This is an optimization exercise on Yosys and OpenROAD, whose aim is small area, a short achievable clock period and few clock cycles, not a production implementation. Function was checked by simulation only, so behaviour that the tests miss may differ from the original. No activity file was given, so power comes from the tool's default toggle rates.

`flow/run.sh`:
```
#!/bin/bash
# synth_recipe.tcl (not shown) runs the flow's synth.tcl, then flattens the netlist and writes it again
# the make line also repeats each setting of config.mk as NAME=value (left out here)
make -C /OpenROAD-flow-scripts/flow DESIGN_CONFIG=/design/flow/config.mk WORK_HOME=/design/flow/orfs CLKGATE_MAP_FILE= SYNTH_SCRIPT=/design/flow/synth_recipe.tcl finish
```
`flow/config.mk`:
```
export PLATFORM = sky130hd
export DESIGN_NAME = cm11a_ctrl
export DESIGN_NICKNAME = cm11a_ctrl
export VERILOG_FILES = /design/flow/design.v
export SDC_FILE = /design/flow/constraint.sdc
export NUM_CORES = 4
export LEC_CHECK = 0
export CAP_MARGIN = 20
export CORE_MARGIN = 2
export CORE_UTILIZATION = 40
export PLACE_DENSITY = 0.6
export SLEW_MARGIN = 20
```
`flow/constraint.sdc`:
```
create_clock -name core_clock -period 8.0 [get_ports {clk}]
set_input_delay 1.6000 -clock core_clock [delete_from_list [all_inputs] [get_ports {clk}]]
set_output_delay 1.6000 -clock core_clock [all_outputs]
set_load 0.01 [all_outputs]
```
`flow/design.v`:
```
module cm11a_ctrl (
  input  wire         clk,
  input  wire         rst,
  input  wire         open_ok,
  input  wire         in_valid,
  output wire         in_ready,
  input  wire [1:0]   in_kind,
  input  wire [7:0]   in_op,
  input  wire [7:0]   in_n,
  input  wire [127:0] in_data,
  output reg          tx_valid,
  input  wire         tx_ready,
  output reg  [7:0]   tx_data,
  output reg          hr_valid,
  input  wire         hr_ready,
  output reg  [1:0]   hr_kind,
  output reg  [7:0]   hr_val,
  output reg          ev_valid,
  input  wire         ev_ready,
  output reg  [3:0]   ev_type,
  output reg  [7:0]   ev_a,
  output reg  [7:0]   ev_b,
  output reg  [7:0]   ev_c,
  output reg  [7:0]   ev_d
);
  localparam QDEPTH    = 8;
  localparam RETRY_MAX = 3;
  localparam K_RX = 2'd0, K_HOST = 2'd1, K_IOERR = 2'd2, K_TMO = 2'd3;
  localparam OP_TRANSMIT = 8'h01, OP_ADDRESS = 8'h02, OP_LABEL = 8'h03,
             OP_COMMAND  = 8'h04, OP_RING_ON = 8'h05, OP_RING_OFF = 8'h06,
             OP_QUERY    = 8'h07;
  localparam HR_ACCEPT = 2'd0, HR_REJECT = 2'd1, HR_HOLD = 2'd2;
  localparam RJ_RANGE = 8'h10, RJ_NOADDR = 8'h11, RJ_FAULTED = 8'h12,
             RJ_ILLEGAL = 8'h13, RJ_FORM = 8'h14;
  localparam EV_READY = 4'd1, EV_POLL = 4'd2, EV_ADDRESS = 4'd3, EV_COMMAND = 4'd4,
             EV_POWERFAIL = 4'd5, EV_CKOK = 4'd6, EV_CKBAD = 4'd7, EV_RETX = 4'd8,
             EV_TXFAIL = 4'd9, EV_RINGON = 4'd10, EV_RINGOFF = 4'd11,
             EV_QSTATUS = 4'd12, EV_COMPLETE = 4'd13, EV_FAULT = 4'd14;
  localparam RES_OK = 8'd0, RES_STATUS = 8'd1, RES_ERR = 8'd2;
  localparam F_TRANSPORT = 8'h01, F_POLL_LEN = 8'h04, F_TIMEOUT = 8'h05;
  localparam L_UNREADY = 2'd0, L_READY = 2'd1, L_TX = 2'd2;
  localparam B_STATUS = 2'd0, B_RING = 2'd1, B_DONE = 2'd2, B_FAILED = 2'd3;
  localparam X_NONE = 2'd0, X_STATUS = 2'd1, X_CKSUM = 2'd2, X_POLL = 2'd3;
  localparam E_RAW = 3'd0, E_ADDR = 3'd1, E_FUNC = 3'd2, E_RON = 3'd3, E_ROFF = 3'd4;
  localparam S_BOOT    = 5'd0,  S_IDLE    = 5'd1,  S_DISP    = 5'd2,  S_PUSH    = 5'd3,
             S_TRY     = 5'd4,  S_REL     = 5'd5,  S_TXPAY   = 5'd6,  S_TXB     = 5'd7,
             S_CPL     = 5'd8,  S_CPL2    = 5'd9,  S_STAT    = 5'd10, S_STCPL   = 5'd11,
             S_CK      = 5'd12, S_RETX    = 5'd13, S_CKFAIL  = 5'd14, S_POLLRES = 5'd15,
             S_FAULT   = 5'd16, S_FAULTB  = 5'd17, S_FAULTO  = 5'd18;
  function [3:0] code_of;
    input [3:0] idx;
    begin
      case (idx)
        4'd0:  code_of = 4'h6;  4'd1:  code_of = 4'hE;  4'd2:  code_of = 4'h2;  4'd3:  code_of = 4'hA;
        4'd4:  code_of = 4'h1;  4'd5:  code_of = 4'h9;  4'd6:  code_of = 4'h5;  4'd7:  code_of = 4'hD;
        4'd8:  code_of = 4'h7;  4'd9:  code_of = 4'hF;  4'd10: code_of = 4'h3;  4'd11: code_of = 4'hB;
        4'd12: code_of = 4'h0;  4'd13: code_of = 4'h8;  4'd14: code_of = 4'h4;  default: code_of = 4'hC;
      endcase
    end
  endfunction
  function pair_ok;
    input [7:0] c;
    input [7:0] u;
    begin
      pair_ok = ((c >= 8'h41 && c <= 8'h50) || (c >= 8'h61 && c <= 8'h70)) &&
                (u >= 8'd1 && u <= 8'd16);
    end
  endfunction
  function [7:0] pair_addr;
    input [7:0] c;
    input [7:0] u;
    reg   [7:0] hi;
    reg   [7:0] ui;
    begin
      hi = (c >= 8'h61) ? (c - 8'h61) : (c - 8'h41);
      ui = u - 8'd1;
      pair_addr = {code_of(hi[3:0]), code_of(ui[3:0])};
    end
  endfunction
  reg [4:0]   st;
  reg         boot_ok;
  reg [1:0]   lstate;
  reg [1:0]   retry;
  reg         ring;
  reg [7:0]   last_addr;
  reg         last_addr_ok;
  reg         hold;
  reg [7:0]   opseq;
  reg [1:0]   boot;
  reg [7:0]   fault;
  reg [63:0]  q_pay  [0:QDEPTH-1];
  reg [3:0]   q_len  [0:QDEPTH-1];
  reg [2:0]   q_kind [0:QDEPTH-1];
  reg [7:0]   q_id   [0:QDEPTH-1];
  reg         q_last [0:QDEPTH-1];
  reg         q_doom [0:QDEPTH-1];
  reg [2:0]   q_head, q_tail;
  reg [3:0]   q_cnt;
  reg [1:0]   exp_kind;
  reg [3:0]   exp_cnt;
  reg [7:0]   exp_owner;
  reg [7:0]   exp_b7;
  reg [1:0]   sav_kind;
  reg [3:0]   sav_cnt;
  reg [7:0]   sav_owner;
  reg [7:0]   sav_b7;
  reg [3:0]   poll_len;
  reg [7:0]   poll_mask;
  reg [7:0]   poll_rep [0:7];
  reg         cp_valid;
  reg [2:0]   cp_kind;
  reg [7:0]   cp_id;
  reg         cp_last;
  reg         cp_doom;
  reg [1:0]   it_kind;
  reg [7:0]   it_op;
  reg [7:0]   it_n;
  reg [127:0] it_data;
  reg [3:0]   idx;
  reg [7:0]   w_id;
  reg [7:0]   w_byte;
  reg [7:0]   ck_c, ck_r;
  reg [7:0]   f_cause;
  reg         f_boot;
  reg         f_own_ok;
  reg [7:0]   f_owner;
  integer i;
  integer j;
  wire tx_free = !tx_valid || tx_ready;
  wire hr_free = !hr_valid || hr_ready;
  wire ev_free = !ev_valid || ev_ready;
  assign in_ready = (st == S_IDLE);
  wire [7:0] rxb = it_data[7:0];
  wire [63:0] head_pay = q_pay[q_head];
  wire [7:0]  head_sum = head_pay[7:0]   + head_pay[15:8]  + head_pay[23:16] + head_pay[31:24] +
                         head_pay[39:32] + head_pay[47:40] + head_pay[55:48] + head_pay[63:56];
  reg [8:0]  k_need;
  reg        n_bad;
  reg        labels_bad;
  reg [7:0]  final_addr;
  wire [3:0] n_pairs   = it_n[4:1];
  wire [2:0] last_byte = it_n[2:0] - 3'd1;
  wire [2:0] last_pair = n_pairs[2:0] - 3'd1;
  always @(*) begin
    case (it_op)
      OP_TRANSMIT: k_need = {1'b0, it_n};
      OP_ADDRESS:  k_need = {1'b0, it_n};
      OP_LABEL:    k_need = {2'b0, it_n[7:1]};
      OP_QUERY:    k_need = 9'd0;
      default:     k_need = 9'd1;
    endcase
    case (it_op)
      OP_TRANSMIT: n_bad = 1'b0;
      OP_ADDRESS:  n_bad = (it_n == 8'd0);
      OP_LABEL:    n_bad = (it_n == 8'd0) || it_n[0] || (it_n == 8'd255);
      OP_COMMAND:  n_bad = (it_n != 8'd1);
      default:     n_bad = (it_n != 8'd0);
    endcase
    labels_bad = 1'b0;
    for (i = 0; i < 8; i = i + 1)
      if (i < it_n[7:1] && !pair_ok(it_data[16*i +: 8], it_data[16*i+8 +: 8]))
        labels_bad = 1'b1;
    if (it_op == OP_ADDRESS)
      final_addr = it_data[8*last_byte +: 8];
    else
      final_addr = pair_addr(it_data[16*last_pair +: 8], it_data[16*last_pair + 8 +: 8]);
  end
  wire [7:0] push_addr = (it_op == OP_ADDRESS) ? it_data[8*idx[2:0] +: 8]
                                               : pair_addr(it_data[16*idx[2:0] +: 8],
                                                           it_data[16*idx[2:0] + 8 +: 8]);
  wire [7:0] next_opseq = (opseq == 8'd255) ? 8'd1 : opseq + 8'd1;
  task emit_ev;
    input [3:0] t;
    input [7:0] a, b, c, d;
    begin
      ev_valid <= 1'b1;
      ev_type  <= t;
      ev_a     <= a;
      ev_b     <= b;
      ev_c     <= c;
      ev_d     <= d;
    end
  endtask
  task emit_tx;
    input [7:0] b;
    begin
      tx_valid <= 1'b1;
      tx_data  <= b;
    end
  endtask
  task emit_hr;
    input [1:0] k;
    input [7:0] v;
    begin
      hr_valid <= 1'b1;
      hr_kind  <= k;
      hr_val   <= v;
    end
  endtask
  task push_entry;
    input [63:0] pay;
    input [3:0]  len;
    input [2:0]  kind;
    input [7:0]  id;
    input        last;
    begin
      q_pay[q_tail]  <= pay;
      q_len[q_tail]  <= len;
      q_kind[q_tail] <= kind;
      q_id[q_tail]   <= id;
      q_last[q_tail] <= last;
      q_doom[q_tail] <= 1'b0;
      q_tail         <= q_tail + 3'd1;
    end
  endtask
  always @(posedge clk) begin
    if (tx_valid && tx_ready) tx_valid <= 1'b0;
    if (hr_valid && hr_ready) hr_valid <= 1'b0;
    if (ev_valid && ev_ready) ev_valid <= 1'b0;
    if (rst) begin
      st           <= S_BOOT;
      boot_ok      <= open_ok;
      tx_valid     <= 1'b0;
      hr_valid     <= 1'b0;
      ev_valid     <= 1'b0;
      lstate       <= L_UNREADY;
      retry        <= 2'd0;
      ring         <= 1'b0;
      last_addr    <= 8'd0;
      last_addr_ok <= 1'b0;
      hold         <= 1'b0;
      opseq        <= 8'd1;
      boot         <= B_STATUS;
      fault        <= 8'd0;
      q_head       <= 3'd0;
      q_tail       <= 3'd0;
      q_cnt        <= 4'd0;
      exp_kind     <= open_ok ? X_STATUS : X_NONE;
      exp_cnt      <= 4'd0;
      exp_owner    <= 8'd0;
      sav_kind     <= X_NONE;
      cp_valid     <= 1'b0;
    end else begin
      case (st)
        S_BOOT: begin
          if (boot_ok) begin
            if (tx_free) begin
              emit_tx(8'h8B);
              st <= S_IDLE;
            end
          end else begin
            f_cause <= F_TRANSPORT;
            st      <= S_FAULT;
          end
        end
        S_IDLE: begin
          if (in_valid) begin
            it_kind <= in_kind;
            it_op   <= in_op;
            it_n    <= in_n;
            it_data <= in_data;
            st      <= S_DISP;
          end
        end
        S_DISP: begin
          case (it_kind)
            K_HOST: begin
              if (hr_free) begin
                if (fault != 8'd0) begin
                  emit_hr(HR_REJECT, RJ_FAULTED);
                  st <= S_IDLE;
                end else if (boot == B_STATUS || boot == B_RING) begin
                  emit_hr(HR_HOLD, 8'd0);
                  st <= S_IDLE;
                end else if (it_op == 8'd0 || it_op > OP_QUERY) begin
                  emit_hr(HR_REJECT, RJ_ILLEGAL);
                  st <= S_IDLE;
                end else if (n_bad || k_need > QDEPTH) begin
                  emit_hr(HR_REJECT, RJ_FORM);
                  st <= S_IDLE;
                end else if ((it_op == OP_LABEL && labels_bad) ||
                             (it_op == OP_COMMAND && it_data[7:0] > 8'd15)) begin
                  emit_hr(HR_REJECT, RJ_RANGE);
                  st <= S_IDLE;
                end else if (it_op == OP_COMMAND && !last_addr_ok) begin
                  emit_hr(HR_REJECT, RJ_NOADDR);
                  st <= S_IDLE;
                end else if ({5'd0, q_cnt} + k_need > QDEPTH) begin
                  emit_hr(HR_HOLD, 8'd0);
                  st <= S_IDLE;
                end else if (it_op == OP_QUERY &&
                             !(lstate == L_READY && exp_kind == X_NONE &&
                               sav_kind == X_NONE && !cp_valid)) begin
                  emit_hr(HR_HOLD, 8'd0);
                  st <= S_IDLE;
                end else begin
                  emit_hr(HR_ACCEPT, opseq);
                  opseq <= next_opseq;
                  w_id  <= opseq;
                  case (it_op)
                    OP_TRANSMIT: begin
                      if (it_n != 8'd0) begin
                        push_entry(it_data[63:0] & ~({64{1'b1}} << (8 * it_n[3:0])),
                                   it_n[3:0], E_RAW, opseq, 1'b1);
                        q_cnt <= q_cnt + 4'd1;
                      end
                      st <= S_TRY;
                    end
                    OP_ADDRESS, OP_LABEL: begin
                      last_addr    <= final_addr;
                      last_addr_ok <= 1'b1;
                      idx          <= 4'd0;
                      st           <= S_PUSH;
                    end
                    OP_COMMAND: begin
                      push_entry({48'd0, last_addr[7:4], it_data[3:0], 8'h06}, 4'd2,
                                 E_FUNC, opseq, 1'b1);
                      q_cnt <= q_cnt + 4'd1;
                      st    <= S_TRY;
                    end
                    OP_RING_ON: begin
                      push_entry({56'd0, 8'hEB}, 4'd1, E_RON, opseq, 1'b1);
                      q_cnt <= q_cnt + 4'd1;
                      st    <= S_TRY;
                    end
                    OP_RING_OFF: begin
                      push_entry({56'd0, 8'hDB}, 4'd1, E_ROFF, opseq, 1'b1);
                      q_cnt <= q_cnt + 4'd1;
                      st    <= S_TRY;
                    end
                    default: begin  
                      exp_kind  <= X_STATUS;
                      exp_cnt   <= 4'd0;
                      exp_owner <= opseq;
                      w_byte    <= 8'h8B;
                      st        <= S_TXB;
                    end
                  endcase
                end
              end
            end
            K_RX: begin
              if (fault != 8'd0) begin
                st <= S_IDLE;
              end else if (rxb == 8'h55) begin
                if (ev_free) begin
                  emit_ev(EV_READY, 8'd0, 8'd0, 8'd0, 8'd0);
                  lstate <= L_READY;
                  st     <= cp_valid ? S_CPL : S_TRY;
                end
              end else if (rxb == 8'h5A) begin
                if (ev_free && tx_free) begin
                  emit_tx(8'hC3);
                  emit_ev(EV_POLL, 8'd0, 8'd0, 8'd0, 8'd0);
                  if (exp_kind != X_POLL) begin
                    sav_kind  <= exp_kind;
                    sav_cnt   <= exp_cnt;
                    sav_owner <= exp_owner;
                    sav_b7    <= exp_b7;
                  end
                  exp_kind <= X_POLL;
                  exp_cnt  <= 4'd0;
                  st       <= S_IDLE;
                end
              end else if (rxb == 8'hA5) begin
                if (ev_free && tx_free) begin
                  emit_ev(EV_POWERFAIL, 8'd0, 8'd0, 8'd0, 8'd0);
                  emit_tx(8'h9B);
                  st <= S_IDLE;
                end
              end else begin
                case (exp_kind)
                  X_NONE: st <= S_IDLE;
                  X_STATUS: begin
                    if (exp_cnt == 4'd7) exp_b7 <= rxb;
                    exp_cnt <= exp_cnt + 4'd1;
                    st      <= (exp_cnt == 4'd13) ? S_STAT : S_IDLE;
                  end
                  X_CKSUM: begin
                    ck_r     <= rxb;
                    ck_c     <= head_sum;
                    exp_kind <= X_NONE;
                    st       <= S_CK;
                  end
                  default: begin  
                    if (exp_cnt == 4'd0) begin
                      if (rxb < 8'd2 || rxb > 8'd9) begin
                        f_cause <= F_POLL_LEN;
                        st      <= S_FAULT;
                      end else begin
                        poll_len <= rxb[3:0];
                        exp_cnt  <= 4'd1;
                        st       <= S_IDLE;
                      end
                    end else if (exp_cnt == 4'd1) begin
                      poll_mask <= rxb;
                      exp_cnt   <= 4'd2;
                      st        <= S_IDLE;
                    end else begin
                      poll_rep[exp_cnt[2:0] - 3'd2] <= rxb;
                      exp_cnt <= exp_cnt + 4'd1;
                      if (exp_cnt == poll_len) begin
                        idx <= 4'd0;
                        st  <= S_POLLRES;
                      end else begin
                        st  <= S_IDLE;
                      end
                    end
                  end
                endcase
              end
            end
            K_IOERR: begin
              if (fault == 8'd0) begin
                f_cause <= F_TRANSPORT;
                st      <= S_FAULT;
              end else begin
                st <= S_IDLE;
              end
            end
            K_TMO: begin
              if (fault == 8'd0 && (exp_kind != X_NONE || cp_valid)) begin
                f_cause <= F_TIMEOUT;
                st      <= S_FAULT;
              end else begin
                st <= S_IDLE;
              end
            end
          endcase
        end
        S_PUSH: begin
          push_entry({48'd0, push_addr, 8'h04}, 4'd2, E_ADDR, w_id,
                     idx == k_need[3:0] - 4'd1);
          q_cnt <= q_cnt + 4'd1;
          idx   <= idx + 4'd1;
          if (idx == k_need[3:0] - 4'd1) st <= S_TRY;
        end
        S_TRY: begin
          if (lstate == L_READY && q_cnt != 4'd0) begin
            if (exp_kind == X_NONE && sav_kind == X_NONE && !cp_valid) begin
              lstate   <= L_TX;
              hold     <= 1'b0;
              exp_kind <= X_CKSUM;
              exp_cnt  <= 4'd0;
              idx      <= 4'd0;
              st       <= S_TXPAY;
            end else begin
              hold <= 1'b1;
              st   <= S_IDLE;
            end
          end else begin
            st <= S_IDLE;
          end
        end
        S_REL: begin
          if (hold && exp_kind == X_NONE && sav_kind == X_NONE) begin
            hold <= 1'b0;
            st   <= S_TRY;
          end else begin
            st <= S_IDLE;
          end
        end
        S_TXPAY: begin
          if (tx_free) begin
            emit_tx(head_pay[8*idx[2:0] +: 8]);
            idx <= idx + 4'd1;
            if (idx + 4'd1 == q_len[q_head]) st <= S_IDLE;
          end
        end
        S_TXB: begin
          if (tx_free) begin
            emit_tx(w_byte);
            st <= S_IDLE;
          end
        end
        S_CPL: begin
          if (ev_free) begin
            case (cp_kind)
              E_RON: begin
                emit_ev(EV_RINGON, 8'd0, 8'd0, 8'd0, 8'd0);
                ring <= 1'b1;
                if (cp_id == 8'd0) boot <= B_DONE;
                st <= S_CPL2;
              end
              E_ROFF: begin
                emit_ev(EV_RINGOFF, 8'd0, 8'd0, 8'd0, 8'd0);
                ring <= 1'b0;
                st <= S_CPL2;
              end
              E_ADDR: begin
                if (cp_last && !cp_doom) emit_ev(EV_COMPLETE, cp_id, RES_OK, 8'd0, 8'd0);
                cp_valid <= 1'b0;
                st       <= S_TRY;
              end
              default: begin
                emit_ev(EV_COMPLETE, cp_id, RES_OK, 8'd0, 8'd0);
                cp_valid <= 1'b0;
                st       <= S_TRY;
              end
            endcase
          end
        end
        S_CPL2: begin
          if (ev_free) begin
            emit_ev(EV_COMPLETE, cp_id, RES_OK, 8'd0, 8'd0);
            cp_valid <= 1'b0;
            st       <= S_TRY;
          end
        end
        S_STAT: begin
          if (ev_free) begin
            emit_ev(EV_QSTATUS, exp_b7, 8'd0, 8'd0, 8'd0);
            exp_kind <= X_NONE;
            w_id     <= exp_owner;
            w_byte   <= exp_b7;
            if (exp_owner == 8'd0) begin
              lstate <= L_READY;
              boot   <= B_RING;
              push_entry({56'd0, 8'hEB}, 4'd1, E_RON, 8'd0, 1'b1);
              q_cnt  <= q_cnt + 4'd1;
              st     <= S_TRY;
            end else begin
              st <= S_STCPL;
            end
          end
        end
        S_STCPL: begin
          if (ev_free) begin
            emit_ev(EV_COMPLETE, w_id, RES_STATUS, w_byte, 8'd0);
            st <= S_REL;
          end
        end
        S_CK: begin
          if (ck_r == ck_c) begin
            if (ev_free && tx_free) begin
              emit_ev(EV_CKOK, ck_c, 8'd0, 8'd0, 8'd0);
              emit_tx(8'h00);
              retry    <= 2'd0;
              cp_valid <= 1'b1;
              cp_kind  <= q_kind[q_head];
              cp_id    <= q_id[q_head];
              cp_last  <= q_last[q_head];
              cp_doom  <= q_doom[q_head];
              q_head   <= q_head + 3'd1;
              q_cnt    <= q_cnt - 4'd1;
              st       <= S_REL;
            end
          end else if (ev_free) begin
            emit_ev(EV_CKBAD, ck_c, ck_r, 8'd0, 8'd0);
            if (retry < RETRY_MAX) begin
              retry  <= retry + 2'd1;
              lstate <= L_READY;
              st     <= S_RETX;
            end else begin
              st <= S_CKFAIL;
            end
          end
        end
        S_RETX: begin
          if (ev_free) begin
            emit_ev(EV_RETX, {6'd0, retry}, 8'd0, 8'd0, 8'd0);
            st <= S_TRY;
          end
        end
        S_CKFAIL: begin
          if (ev_free) begin
            emit_ev(EV_TXFAIL, ck_c, ck_r, q_id[q_head], {6'd0, retry});
            for (j = 0; j < QDEPTH; j = j + 1)
              if (q_id[j] == q_id[q_head]) q_doom[j] <= 1'b1;
            if (q_id[q_head] == 8'd0) boot <= B_FAILED;
            q_head <= q_head + 3'd1;
            q_cnt  <= q_cnt - 4'd1;
            retry  <= 2'd0;
            lstate <= L_READY;
            st     <= S_REL;
          end
        end
        S_POLLRES: begin
          if (ev_free) begin
            if (poll_mask[idx[2:0]])
              emit_ev(EV_COMMAND, poll_rep[idx[2:0]], 8'd0, 8'd0, 8'd0);
            else
              emit_ev(EV_ADDRESS, poll_rep[idx[2:0]], 8'd0, 8'd0, 8'd0);
            idx <= idx + 4'd1;
            if (idx + 4'd2 == poll_len) begin
              exp_kind  <= sav_kind;
              exp_cnt   <= sav_cnt;
              exp_owner <= sav_owner;
              exp_b7    <= sav_b7;
              sav_kind  <= X_NONE;
              st        <= S_REL;
            end
          end
        end
        S_FAULT: begin
          if (ev_free) begin
            emit_ev(EV_FAULT, f_cause, 8'd0, 8'd0, 8'd0);
            fault <= f_cause;
            f_boot <= (boot == B_STATUS || boot == B_RING);
            if (boot == B_STATUS || boot == B_RING) boot <= B_FAILED;
            f_own_ok <= 1'b0;
            f_owner  <= 8'd0;
            case ((exp_kind == X_POLL) ? sav_kind : exp_kind)
              X_STATUS: begin
                f_own_ok <= 1'b1;
                f_owner  <= (exp_kind == X_POLL) ? sav_owner : exp_owner;
              end
              X_CKSUM: begin
                f_own_ok <= 1'b1;
                f_owner  <= q_id[q_head];
              end
              default: begin
                f_own_ok <= cp_valid;
                f_owner  <= cp_id;
              end
            endcase
            st <= S_FAULTB;
          end
        end
        S_FAULTB: begin
          if (f_boot) begin
            if (ev_free) begin
              emit_ev(EV_COMPLETE, 8'd0, RES_ERR, fault, 8'd0);
              if (f_owner == 8'd0) f_own_ok <= 1'b0;
              st <= S_FAULTO;
            end
          end else begin
            st <= S_FAULTO;
          end
        end
        S_FAULTO: begin
          if (f_own_ok) begin
            if (ev_free) begin
              emit_ev(EV_COMPLETE, f_owner, RES_ERR, fault, 8'd0);
              st <= S_IDLE;
            end
          end else begin
            st <= S_IDLE;
          end
        end
        default: st <= S_IDLE;
      endcase
    end
  end
endmodule
```
==> notes.md <==
-- state kept, by name, indices dropped and copies added, names as in the netlist, 24 cells and up, named ones only --
name,cells
q_pay,512
it_data,124
q_kind,24
q_len,32
poll_rep,64
q_id,64
-- final timing paths --
| check | start | to | slack, ns | cells after the start |
|---|---|---|---|---|
| max | it_op[7]$_DFFE_PP_ | q_pay[2][38]$_DFFE_PP_ | 1.58 | 15 |
| min | exp_b7[4]$_DFFE_PP_ | sav_b7[4]$_DFFE_PP_ | 0.46 | 0 |
| max reg2reg | it_op[7]$_DFFE_PP_ | q_pay[2][38]$_DFFE_PP_ | 1.58 | 15 |
| min reg2reg | exp_b7[4]$_DFFE_PP_ | sav_b7[4]$_DFFE_PP_ | 0.46 | 0 |
-- critical path, stage by stage, from the launching register on --
cell       delay [ns]
edfxtp_1         0.39
nor4_1           0.88
nand2b_1         0.31
nor2_1           0.35
inv_1            0.09
ha_1             0.22
fa_1             0.40
a21o_1           0.22
a2111oi_0        0.41
o22ai_1          0.15
o211a_2          0.20
nor4b_4          0.28
buf_4            0.28
a31oi_2          0.37
nor4b_4          1.05
buf_12           0.38
-- cell families after synthesis --
logic type | Yosys count | share of synthesized area [%]
AO/OA/AOI/OAI | 424 | 5.86
XOR/XNOR | 144 | 2.60
adder cells (fa/ha/maj) | 79 | 2.64
buffers and inverters | 273 | 2.21
flip-flops | 1072 | 64.2
multiplexers | 412 | 14.7
AND/OR/NAND/NOR | 757 | 7.84
-- cell type report --
class	count	area share [%]
flip-flops and latches	1072	55.3
repair buffers	302	5.20
clock inverters	62	1.10
well taps	1625	3.57
inverters	90	0.592
clock buffers	138	5.09
multi-input cells	1816	29.2
diodes	1	0.00439
-- cells in the mapped netlist (16+ instances only) --
library cell | n | area (um2)
edfxtp_1 | 1004 | 30100
mux4_2 | 237 | 5340
nand2_1 | 191 | 717
nor2_1 | 169 | 634
clkbuf_1 | 116 | 435
a21oi_1 | 114 | 571
mux2i_1 | 96 | 961
xnor2_1 | 92 | 806
inv_1 | 90 | 338
o21ai_0 | 81 | 405
mux2_2 | 77 | 867
nand3_1 | 73 | 365
dfxtp_1 | 68 | 1360
nor4_1 | 62 | 388
xor2_1 | 51 | 447
nor3_1 | 43 | 215
and2_1 | 41 | 257
fa_1 | 41 | 821
ha_1 | 38 | 475
buf_2 | 36 | 180
and3_1 | 30 | 188
nand4_1 | 28 | 175
buf_1 | 27 | 101
nand2b_1 | 23 | 144
a221o_1 | 19 | 190
o22ai_1 | 19 | 119
nor2b_1 | 18 | 113
a31oi_1 | 16 | 100
or3_1 | 16 | 100
-- per-stage QoR --
step	power [mW]	worst slack [ns]	cell area (um2)	utilization [%]
floorplan	8.27	-1.63	49100	-
global placement	9.26	1.84	53500	43.9
detailed placement	9.28	1.72	53500	43.9
CTS	14.3	1.68	57000	46.8
global route	14.8	1.41	57000	46.9
finish	14.3	1.58	57000	46.9
-- layer usage --
metal / vias to the layer above / share of wire (%) / GRT usage (%)
li1: 12949 / - / -
met1: 15554 / 43 / 33.3
met2: 1435 / 45 / 35.2
met3: 250 / 8.5 / 4.69
met4: 4 / 3.5 / 8.14
met5: - / 0.018 / 0
-- power breakdown --
part           leakage [nW]  internal, mW  switching, mW
sequential             9.68          6.45          0.199
combinational          7.06         0.988           1.58
clock                  1.71          2.92           2.17
total                  18.5          10.4           3.95
-- layout by cell type (no fill, tap or decap), types with 23 or more instances in the layout --
master	instances
a21oi_1	114
xnor2_1	92
dfxtp_1	65
nand2_1	191
nor4_1	59
mux2i_1	96
o21ai_0	80
clkdlybuf4s50_1	205
mux2_2	77
and3_1	29
mux4_2	237
nand4_1	28
ha_1	38
clkbuf_1	26
clkinv_1	24
nor3_1	36
buf_4	81
clkbuf_16	112
and2_1	41
nand3_1	73
inv_1	90
fa_1	41
xor2_1	51
nor2_1	162
nand2b_1	23
edfxtp_1	1004
==> results.cfg <==
[global_route]
grt_max_degree = 135
grt_use_total_pct = 23.2
grt-ovfl-total = 0
grt_pass1_vias = 29966
antenna_found_initial = 7
grt_pass1_wl_mm = 212

[finish]
instances_no_fill = 5106
seq_area_um2 = 31500
syn_to_final_growth_pct = 16.2
final_layout_size_suffix_gt1_share_pct = 18.2
nFillCells = 10575
multiInputGateArea_um2 = 16600
num-nets-final = 3626

[synthesis]
synth_flop_cell = edfxtp_1
synth_area_um2 = 49100
ys_seq_elements = 1072
syn_avg_cell_area_um2 = 15.5
yosysWarnings = 1
syn-instance-count = 3161
synth_edf_count = 1004
async_reset_ff_share_pct = 0
ys_types = 96
synth_nets = 3393
synth-seq-area-share_pct = 64.2

[power]
power_leakage_nw = 18.5
power.density_nw_per_um2 = 251
ir_drop_mv = 0.167

[min_path]
hold_class = flop to flop

[die]
io_pins = 211
core-area_um2 = 122000
start_util_pct = 40.3
die_w_um = 354
fp.dieH_um = 354
die-area_um2 = 126000
fp-row-count = 128

[place]
dpl.cell_count = 4905
dpl.hpwl_mm = 99.1
port_buffers = 206
gp_congestion = 0.953

[cts]
cts_made_buffers = 112
clk_latency_ns = 0.72
cts_tree = built
clock_sinks = 1072
postCtsHoldBufs = 0
clockBufferDepth = 3
root_buffer = clkbuf_16
path_clk_slew_ns = 0.06
cts_resized = 0
post_cts_buffers = 0
htreeDepth = 3

[sta]
drv_slew = 0
tightest_slew_ns = 1.19
finalCriticalPeriod_ns = 6.42
rsz0062_at_grt = no
final-hold-violation-count = 0
setup_viol = 0
finalClockSkew_ns = 0.0404
hold_slack_ns = 0.463
timing.setup.tns_ns = 0
clock.fmax_ghz = 0.156
relSlewSlack_pct = 20.2
period_share_pct = 80.3

[worst_setup_path]
worstPathMaxFanout = 40
worstPathRequired_ns = 8.37
worstSetupStartpointType = flop
end_kind = flop
crit_type = flop to flop
cp.arrival_ns = 6.80

[route]
routed-via-count = 30192
dr.pass1.iters = 6
wl_per_cell_um = 28.8
drt_wl_total_mm = 147
postRouteAntennaNets = 0
via_per_inst = 5.91
drt_iter0_drc = 3449
drc = 0

[run]
max_cap_violations = 0

[run_status]
status = complete, no violations
Testbench counts, summed over its fixed seeds: cycles 15,787.

what the ideal ports hide:
Ports are ideal in the flow. The routed layout listed here was re-timed in OpenROAD. Step 1, drivers: a clkbuf_16 drives clk and a buf_2 each remaining input, both assumed. Step 2 also shifts input and output timing later by t, the mid clock arrival at the registers, as if the neighbouring blocks saw the same clock. Three values: no drivers, after step 1, after step 2; two values: the first two.
t, ns: 0.774
setup slack, ns: 1.576 / 1.576 / 1.576
worst setup path after step 2: register to register
latest minus earliest clock arrival (ns): 0.040 / 0.040
pins driven straight from the clock port: 1
After both steps this run still meets setup and hold. For this run, drivers alone change the setup slack by 0.000 ns; drivers and shift together by 0.000 ns.
